What follows belongs to an exercise in optimizing a design on an open flow for small area; a production flow would make more cautious choices. Where RTL was checked, it was by simulation tests only, not by an equivalence proof against the original. Power is estimated from default activity; no workload was simulated.

==> flow/design.v (excerpt) <==
module wmr928_fsc (
    input  wire         clk,
    input  wire         rst,           
    input  wire         in_valid,
    input  wire [7:0]   in_data,
    input  wire [1:0]   in_fail,       
    output wire         in_ready,
    output wire [2:0]   o_state,
    output wire [1:0]   o_err,
    output wire [7:0]   o_dev,
    output wire [3:0]   o_len,
    output wire [3:0]   o_cnt,
    output wire [7:0]   o_acc,
    output wire [103:0] o_fb,          
    output wire         o_sync,
    output wire         o_frame_ok,
    output wire         o_cksum_fail,
    output wire         o_nop,
    output wire         o_unk_skip,
    output wire         o_fatal,
    output wire         o_low_batt,
    output wire [10:0]  o_wind_dir,
    output wire [14:0]  o_wind_gust_c,
    output wire         o_rain_rate_over,
    output wire         o_rain_total_over,
    output wire         o_rain_yest_over,
    output wire [7:0]   o_minute,
    input  wire [7:0]   bcd_in,
    output wire [7:0]   bcd_out
);
==> flow/config.mk <==
export PLATFORM = sky130hd
export DESIGN_NAME = wmr928_fsc
export DESIGN_NICKNAME = wmr928_fsc
export VERILOG_FILES = /design/flow/design.v
export SDC_FILE = /design/flow/constraint.sdc
export NUM_CORES = 4
export LEC_CHECK = 0
export CAP_MARGIN = 20
export CORE_MARGIN = 2
export CORE_UTILIZATION = 40
export SLEW_MARGIN = 20
export SYNTH_HIERARCHICAL = 1
==> flow/constraint.sdc <==
create_clock -name core_clock -period 7.0 [get_ports {clk}]
set_input_delay 1.4000 -clock core_clock [delete_from_list [all_inputs] [get_ports {clk}]]
set_output_delay 1.4000 -clock core_clock [all_outputs]
set_load 0.01 [all_outputs]
standard.sh (not shown) runs the stock make flow with config.mk's settings and CLKGATE_MAP_FILE= SYNTH_SCRIPT=/design/flow/synth_recipe.tcl, a recipe that flattens the netlist after the stock synthesis.
==> flow/flow/run.sh <==
#!/bin/bash
# Standard ORFS layout with the smallest buffer cell on the ports and a
# clock tree of clkbuf_4 cells without dummy loads.
set -euo pipefail
bash standard.sh "BUFFER_PORTS_ARGS=-buffer_cell sky130_fd_sc_hd__buf_1" \
  "CTS_ARGS=-repair_clock_nets -dont_use_dummy_load -buf_list sky130_fd_sc_hd__clkbuf_4" \
  "RECOVER_POWER=100" \
  finish > standard.log 2>&1
Next try:
--- a/flow/design.v
+++ b/flow/design.v
@@ -35,18 +35,17 @@
     reg [1:0] st;
     reg [1:0] err;
     reg [7:0] dev;
     reg [3:1] len;
     reg [3:0] cnt;
     reg [7:0] acc;
     reg [7:0] fb [0:12];
     wire halted = err[1] | err[0];
-    wire fatal = halted && (st == 2'd0);
-    assign in_ready = !rst && !fatal;
+    assign in_ready = !rst && !halted;
     wire is_fail   = in_fail[1] | in_fail[0];
     wire take_fail = !halted && is_fail;
     wire take_byte = !halted && !is_fail && in_valid;
     wire       hi_zero  = (in_data[7:4] == 4'd0);
     wire [3:0] c        = in_data[3:0];
     wire       code_ok  = hi_zero && (c[3] ? (c[2] & c[1]) : !(c[2] & c[1] & c[0]));
     reg  [3:1] code_len;             
     always @(*) begin
@@ -65,17 +64,17 @@
                                                 : (cnt[2] & cnt[1] & cnt[0])))  
                             : (cnt[0] & (!len[2] | cnt[2]));             
     wire in_code    = (st == ST_CODE);
     wire in_data_st = (st == ST_DATA);
     wire tb_code    = take_byte && in_code;
     wire tb_data    = take_byte && in_data_st;
     wire       nrst  = !rst;
     wire [7:0] din   = in_data & {8{nrst}};
-    wire [7:0] acc_g = acc & {8{in_data_st & nrst}};
+    wire [7:0] acc_g = acc & {8{st[0] & nrst}};
     wire [7:0] acc_sum;
     wire       cks_eq = (acc == in_data);
     wire code_take = tb_code && code_ok;
     wire acc_en    = code_take || (tb_data && !last_byte);
     always @(posedge clk) begin
         if (rst || tb_code)
             dev <= din;
         if (rst || code_take)
@@ -126,17 +125,17 @@
             fb[cnt] <= in_data;
     end
     assign o_state    = {halted, st};
     assign o_err      = err;
     assign o_dev      = dev;
     assign o_len      = {len, len[3] & (len[2] | len[1])};
     assign o_cnt      = cnt;
     assign o_acc      = acc;
-    assign o_fatal    = fatal;
+    assign o_fatal    = halted;
     assign o_unk_skip = 1'b0;     
     genvar gi;
     generate
         for (gi = 0; gi < 13; gi = gi + 1) begin : g_fb
             assign o_fb[8*gi +: 8] = fb[gi];
         end
     endgenerate
     wire [7:0] fb0 = fb[0];
What happened:
- This time the run finished but failed the layout checks on max-capacitance violations, max-slew violations
- non-clock buffer count goes up by 1
- fmax goes down by about 0.8%
- global-route usage goes up by 0.15 points
- final area hardly moves
- synthesized cell count goes down by 1.4%
- setup slack degrades by 50 ps
- register-to-register slack improves by 160 ps
- first-iteration DRC count goes down by about 0.45%
- sequential share of layout area stays flat
- total power goes down by about 0.8%
- die area is unchanged
- clock power goes down by about 1%
- cell count goes down by 0.37%
Only the layout flow was run in the second run of this note; the RTL was not checked for function there.


Another version of the RTL of wmr928_fsc (not shown whole).
Size: roughly 410 cells after synthesis, roughly 210 I/O pins, about 6400 sq um of cells after synthesis.
Settings: LEC_CHECK=0, CAP_MARGIN=20, CORE_MARGIN=2, CORE_UTILIZATION=40, SLEW_MARGIN=20, SYNTH_HIERARCHICAL=1; clock period 7.0 ns.
Scripts as last shown in full above: flow/flow/run.sh
Then changed:
--- a/flow/design.v
+++ b/flow/design.v
@@ -169,23 +169,23 @@
     fa_cell mi_u6 (.a(fb0[3]), .b(fb0[4]), .c(fb0[6]), .s(mi_5), .k(mi_6));
     ha_cell mi_u8 (.a(mi_5), .b(mi_4), .s(mi_7), .k(mi_8));
     fa_cell mi_u10 (.a(fb0[5]), .b(mi_6), .c(mi_8), .s(mi_9), .k(mi_10));
     ha_cell mi_u12 (.a(fb0[6]), .b(mi_10), .s(mi_11), .k(mi_12));
     assign o_minute[0] = fb0[0];
     assign o_minute[1] = mi_1;
     assign o_minute[2] = mi_3;
     assign o_minute[3] = mi_7;
     assign o_minute[4] = mi_9;
     assign o_minute[5] = mi_11;
     assign o_minute[6] = mi_12;
-    assign o_minute[7] = dev[7];
+    assign o_minute[7] = 1'b0;
     wire wd_1, wd_2, wd_3, wd_4, wd_5, wd_6, wd_7, wd_8, wd_9, wd_10, wd_11, wd_12, wd_13, wd_14, wd_15, wd_16, wd_17, wd_18, wd_19, wd_20, wd_21, wd_22, wd_23, wd_24, wd_25, wd_26, wd_27, wd_28, wd_29, wd_30, wd_31, wd_32, wd_33, wd_34, wd_35, wd_36, wd_37, wd_38, wd_39, wd_40;
     ha_cell wd_u2 (.a(fb1[1]), .b(fb1[4]), .s(wd_1), .k(wd_2));
     fa_cell wd_u4 (.a(fb1[2]), .b(fb1[5]), .c(fb2[0]), .s(wd_3), .k(wd_4));
     ha_cell wd_u6 (.a(wd_2), .b(wd_3), .s(wd_5), .k(wd_6));
     fa_cell wd_u8 (.a(fb1[3]), .b(fb1[4]), .c(fb1[6]), .s(wd_7), .k(wd_8));
     fa_cell wd_u10 (.a(fb2[1]), .b(wd_4), .c(wd_7), .s(wd_9), .k(wd_10));
     ha_cell wd_u12 (.a(wd_6), .b(wd_9), .s(wd_11), .k(wd_12));
     fa_cell wd_u14 (.a(fb1[5]), .b(fb1[7]), .c(fb2[2]), .s(wd_13), .k(wd_14));
     fa_cell wd_u16 (.a(wd_8), .b(wd_13), .c(wd_10), .s(wd_15), .k(wd_16));
     ha_cell wd_u18 (.a(wd_12), .b(wd_15), .s(wd_17), .k(wd_18));
     fa_cell wd_u20 (.a(fb1[6]), .b(fb2[0]), .c(fb2[3]), .s(wd_19), .k(wd_20));
The new run completed with no timing, DRC or antenna violations.
Worst setup slack improved by 23 ps.
Area after synthesis does not change.
Non-clock buffer count drops by 1.
Sequential power is about the same.
Utilization is about the same.
Clock skew climbs by 13 ps.
Sequential share of layout area is about the same.
Flip-flop and latch count stays the same.
Function not checked in the first run of this note: the RTL went through the layout flow alone.


wmr928_fsc, a different RTL version from the one above (not shown whole).
Size in the first run: about 410 cells after synthesis, roughly 130 flip-flops, roughly 210 I/O pins, roughly 0.0064 mm^2 of cells after synthesis.
==> flow/config.mk <==
export PLATFORM = sky130hd
export DESIGN_NAME = wmr928_fsc
export DESIGN_NICKNAME = wmr928_fsc
export VERILOG_FILES = /design/flow/design.v
export SDC_FILE = /design/flow/constraint.sdc
export NUM_CORES = 4
export LEC_CHECK = 0
export CAP_MARGIN = 20
export CORE_MARGIN = 2
export CORE_UTILIZATION = 40
export SLEW_MARGIN = 20
export SYNTH_HIERARCHICAL = 1
==> flow/constraint.sdc <==
create_clock -name core_clock -period 7.0 [get_ports {clk}]
set_input_delay 1.4000 -clock core_clock [delete_from_list [all_inputs] [get_ports {clk}]]
set_output_delay 1.4000 -clock core_clock [all_outputs]
set_load 0.01 [all_outputs]
Scripts as last shown in full above: flow/flow/run.sh
The baseline completed with no timing, DRC or antenna violations.
Then changed:
--- a/flow/design.v
+++ b/flow/design.v
@@ -24,31 +24,31 @@
     output wire         o_rain_rate_over,
     output wire         o_rain_total_over,
     output wire         o_rain_yest_over,
     output wire [7:0]   o_minute,
     input  wire [7:0]   bcd_in,
     output wire [7:0]   bcd_out
 );
     localparam [1:0] ST_HUNT  = 2'd0;
     localparam [1:0] ST_MARK1 = 2'd1;
     localparam [1:0] ST_CODE  = 2'd2;
     localparam [1:0] ST_DATA  = 2'd3;
-    reg       hlt;
-    reg [1:0] st;        
+    reg [1:0] st;
+    reg [1:0] err;
     reg [7:0] dev;
     reg [3:1] len;
     reg [3:0] cnt;
     reg [7:0] acc;
     reg [7:0] fb [0:12];
-    wire halted = hlt;
-    assign in_ready = !rst && !hlt;
+    wire halted = err[1] | err[0];
+    assign in_ready = !rst && !(halted && (st == 2'd0));
     wire is_fail   = in_fail[1] | in_fail[0];
     wire take_fail = !halted && is_fail;
     wire take_byte = !halted && !is_fail && in_valid;
     wire       hi_zero  = (in_data[7:4] == 4'd0);
     wire [3:0] c        = in_data[3:0];
     wire       code_ok  = hi_zero && (c[3] ? (c[2] & c[1]) : !(c[2] & c[1] & c[0]));
     reg  [3:1] code_len;             
     always @(*) begin
         case (c)
             4'd0:    code_len = 3'b100;   
             4'd1:    code_len = 3'b110;   
@@ -81,64 +81,64 @@
             len <= code_len & {3{nrst}};
         if (rst || acc_en)
             acc <= acc_sum;
         if (rst || tb_data)
             cnt <= (rst || last_byte) ? 4'd0 : cnt + 4'd1;
     end
     reg  [1:0] strobe;
     wire       fend = tb_data && last_byte;
     wire       ff   = (in_data == 8'hFF);
     always @(posedge clk) begin
         if (rst) begin
-            hlt    <= 1'b0;
             st     <= ST_HUNT;
+            err    <= 2'd0;
             strobe <= 2'b00;
         end else begin
             strobe[1] <= fend;
             strobe[0] <= fend ? cks_eq
                               : take_byte && (((st == ST_MARK1) && ff) || (code_take && code_nop));
             if (take_fail) begin
-                hlt <= 1'b1;
-                st  <= {1'b1, in_fail[1]};       
+                st  <= ST_HUNT;
+                err <= {1'b1, in_fail[1]};
             end else if (take_byte) begin
                 case (st)
                     ST_HUNT:  if (ff) st <= ST_MARK1;
                     ST_MARK1: st <= ff ? ST_CODE : ST_HUNT;
                     ST_CODE: begin
                         if (!code_ok) begin
-                            hlt <= 1'b1;
-                            st  <= 2'd1;         
+                            st  <= ST_HUNT;
+                            err <= 2'd1;
                         end else begin
                             st  <= code_nop ? ST_HUNT : ST_DATA;
                         end
                     end
                     ST_DATA:  if (last_byte) st <= ST_HUNT;
                 endcase
             end
         end
     end
     assign o_frame_ok   = strobe[1] & strobe[0];
     assign o_cksum_fail = strobe[1] & !strobe[0];
     assign o_sync       = !strobe[1] & strobe[0] & st[1];
     assign o_nop        = !strobe[1] & strobe[0] & !st[1];
     always @(posedge clk) begin
         if (!rst && tb_data)
             fb[cnt] <= in_data;
     end
-    assign o_state    = {hlt, st & {2{!hlt}}};
-    assign o_err      = st & {2{hlt}};
+    assign o_state    = {halted, st};
+    assign o_err      = err;
     assign o_dev      = dev;
     assign o_len      = {len, len[3] & (len[2] | len[1])};
     assign o_cnt      = cnt;
     assign o_acc      = acc;
-    assign o_fatal    = hlt;
+    assign o_fatal    = halted;
     assign o_unk_skip = 1'b0;     
     genvar gi;
     generate
         for (gi = 0; gi < 13; gi = gi + 1) begin : g_fb
             assign o_fb[8*gi +: 8] = fb[gi];
         end
     endgenerate
     wire [7:0] fb0 = fb[0];
     wire [7:0] fb1 = fb[1];
     wire [7:0] fb2 = fb[2];
     wire [7:0] fb3 = fb[3];
What happened: Worst setup slack degrades by 0.012 ns; routed wire length is higher by 2.8%; total power is lower by 0.40%; die area is higher by 0.36%; core utilization hardly moves; final cell count hardly moves; design area stays flat; sequential share of layout area is higher by 0.29 points; hold slack degrades by 0.095 ns; sequential power hardly moves; synthesized cell count is lower by 0.48%.
The RTL of the first run of this note was laid out without a check of its function.


wmr928_fsc, a different RTL version from the one above (not shown whole).
Size: about 410 cells after synthesis, about 130 flip-flops, about 210 I/O pins.
==> flow/design.v (excerpt) <==
module wmr928_fsc (
    input  wire         clk,
    input  wire         rst,           
    input  wire         in_valid,
    input  wire [7:0]   in_data,
    input  wire [1:0]   in_fail,       
    output wire         in_ready,
    output wire [2:0]   o_state,
    output wire [1:0]   o_err,
    output wire [7:0]   o_dev,
    output wire [3:0]   o_len,
    output wire [3:0]   o_cnt,
    output wire [7:0]   o_acc,
    output wire [103:0] o_fb,          
    output wire         o_sync,
    output wire         o_frame_ok,
    output wire         o_cksum_fail,
    output wire         o_nop,
    output wire         o_unk_skip,
    output wire         o_fatal,
    output wire         o_low_batt,
    output wire [10:0]  o_wind_dir,
    output wire [14:0]  o_wind_gust_c,
    output wire         o_rain_rate_over,
    output wire         o_rain_total_over,
    output wire         o_rain_yest_over,
    output wire [7:0]   o_minute,
    input  wire [7:0]   bcd_in,
    output wire [7:0]   bcd_out
);
    localparam [1:0] ST_HUNT  = 2'd0;
    localparam [1:0] ST_MARK1 = 2'd1;
    localparam [1:0] ST_CODE  = 2'd2;
    localparam [1:0] ST_DATA  = 2'd3;
    reg [1:0] st;
    reg [1:0] err;
    reg [7:0] dev;
    reg [3:1] len;
    reg [3:0] cnt;
    reg [7:0] acc;
    reg [7:0] fb [0:12];
    wire halted = err[1] | err[0];
    assign in_ready = !rst && !halted;
    wire is_fail   = in_fail[1] | in_fail[0];
  ...
clock: 7.0 ns
lec_check: 0
cap_margin: 20
core_margin: 2
core_utilization: 40
slew_margin: 20
synth_hierarchical: 1
Scripts as last shown in full above: flow/flow/run.sh
Next try:
--- a/flow/design.v
+++ b/flow/design.v
@@ -31,25 +31,25 @@
     localparam [1:0] ST_HUNT  = 2'd0;
     localparam [1:0] ST_MARK1 = 2'd1;
     localparam [1:0] ST_CODE  = 2'd2;
     localparam [1:0] ST_DATA  = 2'd3;
     reg [1:0] st;
     reg [1:0] err;
     reg [7:0] dev;
     reg [3:1] len;
     reg [3:0] cnt;
     reg [7:0] acc;
     reg [7:0] fb [0:12];
     wire halted = err[1] | err[0];
-    assign in_ready = !rst && !halted;
+    assign in_ready = !rst && !(halted && (st == 2'd0));
     wire is_fail   = in_fail[1] | in_fail[0];
     wire take_fail = !halted && is_fail;
     wire take_byte = !halted && !is_fail && in_valid;
     wire       hi_zero  = (in_data[7:4] == 4'd0);
     wire [3:0] c        = in_data[3:0];
     wire       code_ok  = hi_zero && (c[3] ? (c[2] & c[1]) : !(c[2] & c[1] & c[0]));
     reg  [3:1] code_len;             
     always @(*) begin
         case (c)
             4'd0:    code_len = 3'b100;   
             4'd1:    code_len = 3'b110;   
             4'd3:    code_len = 3'b011;   
@@ -111,35 +111,28 @@
                             st  <= code_nop ? ST_HUNT : ST_DATA;
                         end
                     end
                     ST_DATA:  if (last_byte) st <= ST_HUNT;
                 endcase
             end
         end
     end
     assign o_frame_ok   = strobe[1] & strobe[0];
     assign o_cksum_fail = strobe[1] & !strobe[0];
     assign o_sync       = !strobe[1] & strobe[0] & st[1];
     assign o_nop        = !strobe[1] & strobe[0] & !st[1];
-    wire fb_we = !rst && tb_data;
-    genvar wi;
-    generate
-        for (wi = 0; wi < 13; wi = wi + 1) begin : g_fbw
-            wire sel = (wi == 12) ? (cnt[3] & cnt[2]) : (cnt == wi);
-            always @(posedge clk) begin
-                if (fb_we && sel)
-                    fb[wi] <= in_data;
-            end
-        end
-    endgenerate
+    always @(posedge clk) begin
+        if (!rst && tb_data)
+            fb[cnt] <= in_data;
+    end
     assign o_state    = {halted, st};
     assign o_err      = err;
     assign o_dev      = dev;
     assign o_len      = {len, len[3] & (len[2] | len[1])};
     assign o_cnt      = cnt;
     assign o_acc      = acc;
     assign o_fatal    = halted;
     assign o_unk_skip = 1'b0;     
     genvar gi;
     generate
         for (gi = 0; gi < 13; gi = gi + 1) begin : g_fb
             assign o_fb[8*gi +: 8] = fb[gi];
@@ -175,25 +168,25 @@
     fa_cell mi_u4 (.a(fb0[2]), .b(fb0[5]), .c(mi_2), .s(mi_3), .k(mi_4));
     fa_cell mi_u6 (.a(fb0[3]), .b(fb0[4]), .c(fb0[6]), .s(mi_5), .k(mi_6));
     ha_cell mi_u8 (.a(mi_5), .b(mi_4), .s(mi_7), .k(mi_8));
     fa_cell mi_u10 (.a(fb0[5]), .b(mi_6), .c(mi_8), .s(mi_9), .k(mi_10));
     ha_cell mi_u12 (.a(fb0[6]), .b(mi_10), .s(mi_11), .k(mi_12));
     assign o_minute[0] = fb0[0];
     assign o_minute[1] = mi_1;
     assign o_minute[2] = mi_3;
     assign o_minute[3] = mi_7;
     assign o_minute[4] = mi_9;
     assign o_minute[5] = mi_11;
     assign o_minute[6] = mi_12;
-    assign o_minute[7] = 1'b0;
+    assign o_minute[7] = dev[7];
     wire wd_1, wd_2, wd_3, wd_4, wd_5, wd_6, wd_7, wd_8, wd_9, wd_10, wd_11, wd_12, wd_13, wd_14, wd_15, wd_16, wd_17, wd_18, wd_19, wd_20, wd_21, wd_22, wd_23, wd_24, wd_25, wd_26, wd_27, wd_28, wd_29, wd_30, wd_31, wd_32, wd_33, wd_34, wd_35, wd_36, wd_37, wd_38, wd_39, wd_40;
     ha_cell wd_u2 (.a(fb1[1]), .b(fb1[4]), .s(wd_1), .k(wd_2));
     fa_cell wd_u4 (.a(fb1[2]), .b(fb1[5]), .c(fb2[0]), .s(wd_3), .k(wd_4));
     ha_cell wd_u6 (.a(wd_2), .b(wd_3), .s(wd_5), .k(wd_6));
     fa_cell wd_u8 (.a(fb1[3]), .b(fb1[4]), .c(fb1[6]), .s(wd_7), .k(wd_8));
     fa_cell wd_u10 (.a(fb2[1]), .b(wd_4), .c(wd_7), .s(wd_9), .k(wd_10));
     ha_cell wd_u12 (.a(wd_6), .b(wd_9), .s(wd_11), .k(wd_12));
     fa_cell wd_u14 (.a(fb1[5]), .b(fb1[7]), .c(fb2[2]), .s(wd_13), .k(wd_14));
     fa_cell wd_u16 (.a(wd_8), .b(wd_13), .c(wd_10), .s(wd_15), .k(wd_16));
     ha_cell wd_u18 (.a(wd_12), .b(wd_15), .s(wd_17), .k(wd_18));
     fa_cell wd_u20 (.a(fb1[6]), .b(fb2[0]), .c(fb2[3]), .s(wd_19), .k(wd_20));
     fa_cell wd_u22 (.a(wd_14), .b(wd_19), .c(wd_16), .s(wd_21), .k(wd_22));
Wire length decreases slightly.
Via count decreases slightly.
Combinational power increases by a few percent.
Setup slack gets worse by 0.0068 ns.
Non-clock buffer count decreases by 1.
Utilization decreases by 0.26 points.
Final area decreases slightly.
Die area barely changes.
Function was not checked in any run of this note: the RTL went through the layout flow alone.

separate check: timing with driven ports:
Ports are ideal in the flow. The routed layouts listed here were re-timed in OpenROAD.
Step 1: set_driving_cell puts a clkbuf_16 on clk and a buf_2 on each other input, an assumption about the parent block.
Step 2, shift: input delay + t, output delay - t, t = (earliest + latest rising clock arrival at the registers) / 2. This alone moves slack from input paths to output paths.
Slacks: ideal / step 1 / step 2; pairs: ideal / step 1.
run	t, ns	setup WS [ns]	cell pins on the clock port's net
the first run of note 1	0.542	0.988 / 0.957 / 1.240	1
the second run of note 1	0.531	0.938 / 0.906 / 1.308	1
the first run of note 2	0.534	0.947 / 0.913 / 1.377	1
the second run of note 2	0.546	0.970 / 0.938 / 1.364	1
the first run of note 3	0.552	0.954 / 0.921 / 1.193	1
the second run of note 3	0.529	0.942 / 0.910 / 1.271	1
the first run of note 4	0.509	0.988 / 0.956 / 0.950	1
the second run of note 4	0.560	0.981 / 0.948 / 1.268	1
The setup slack of the first run of note 4, which loses most, moves by -0.032 ns with the drivers and by -0.038 ns with both steps.
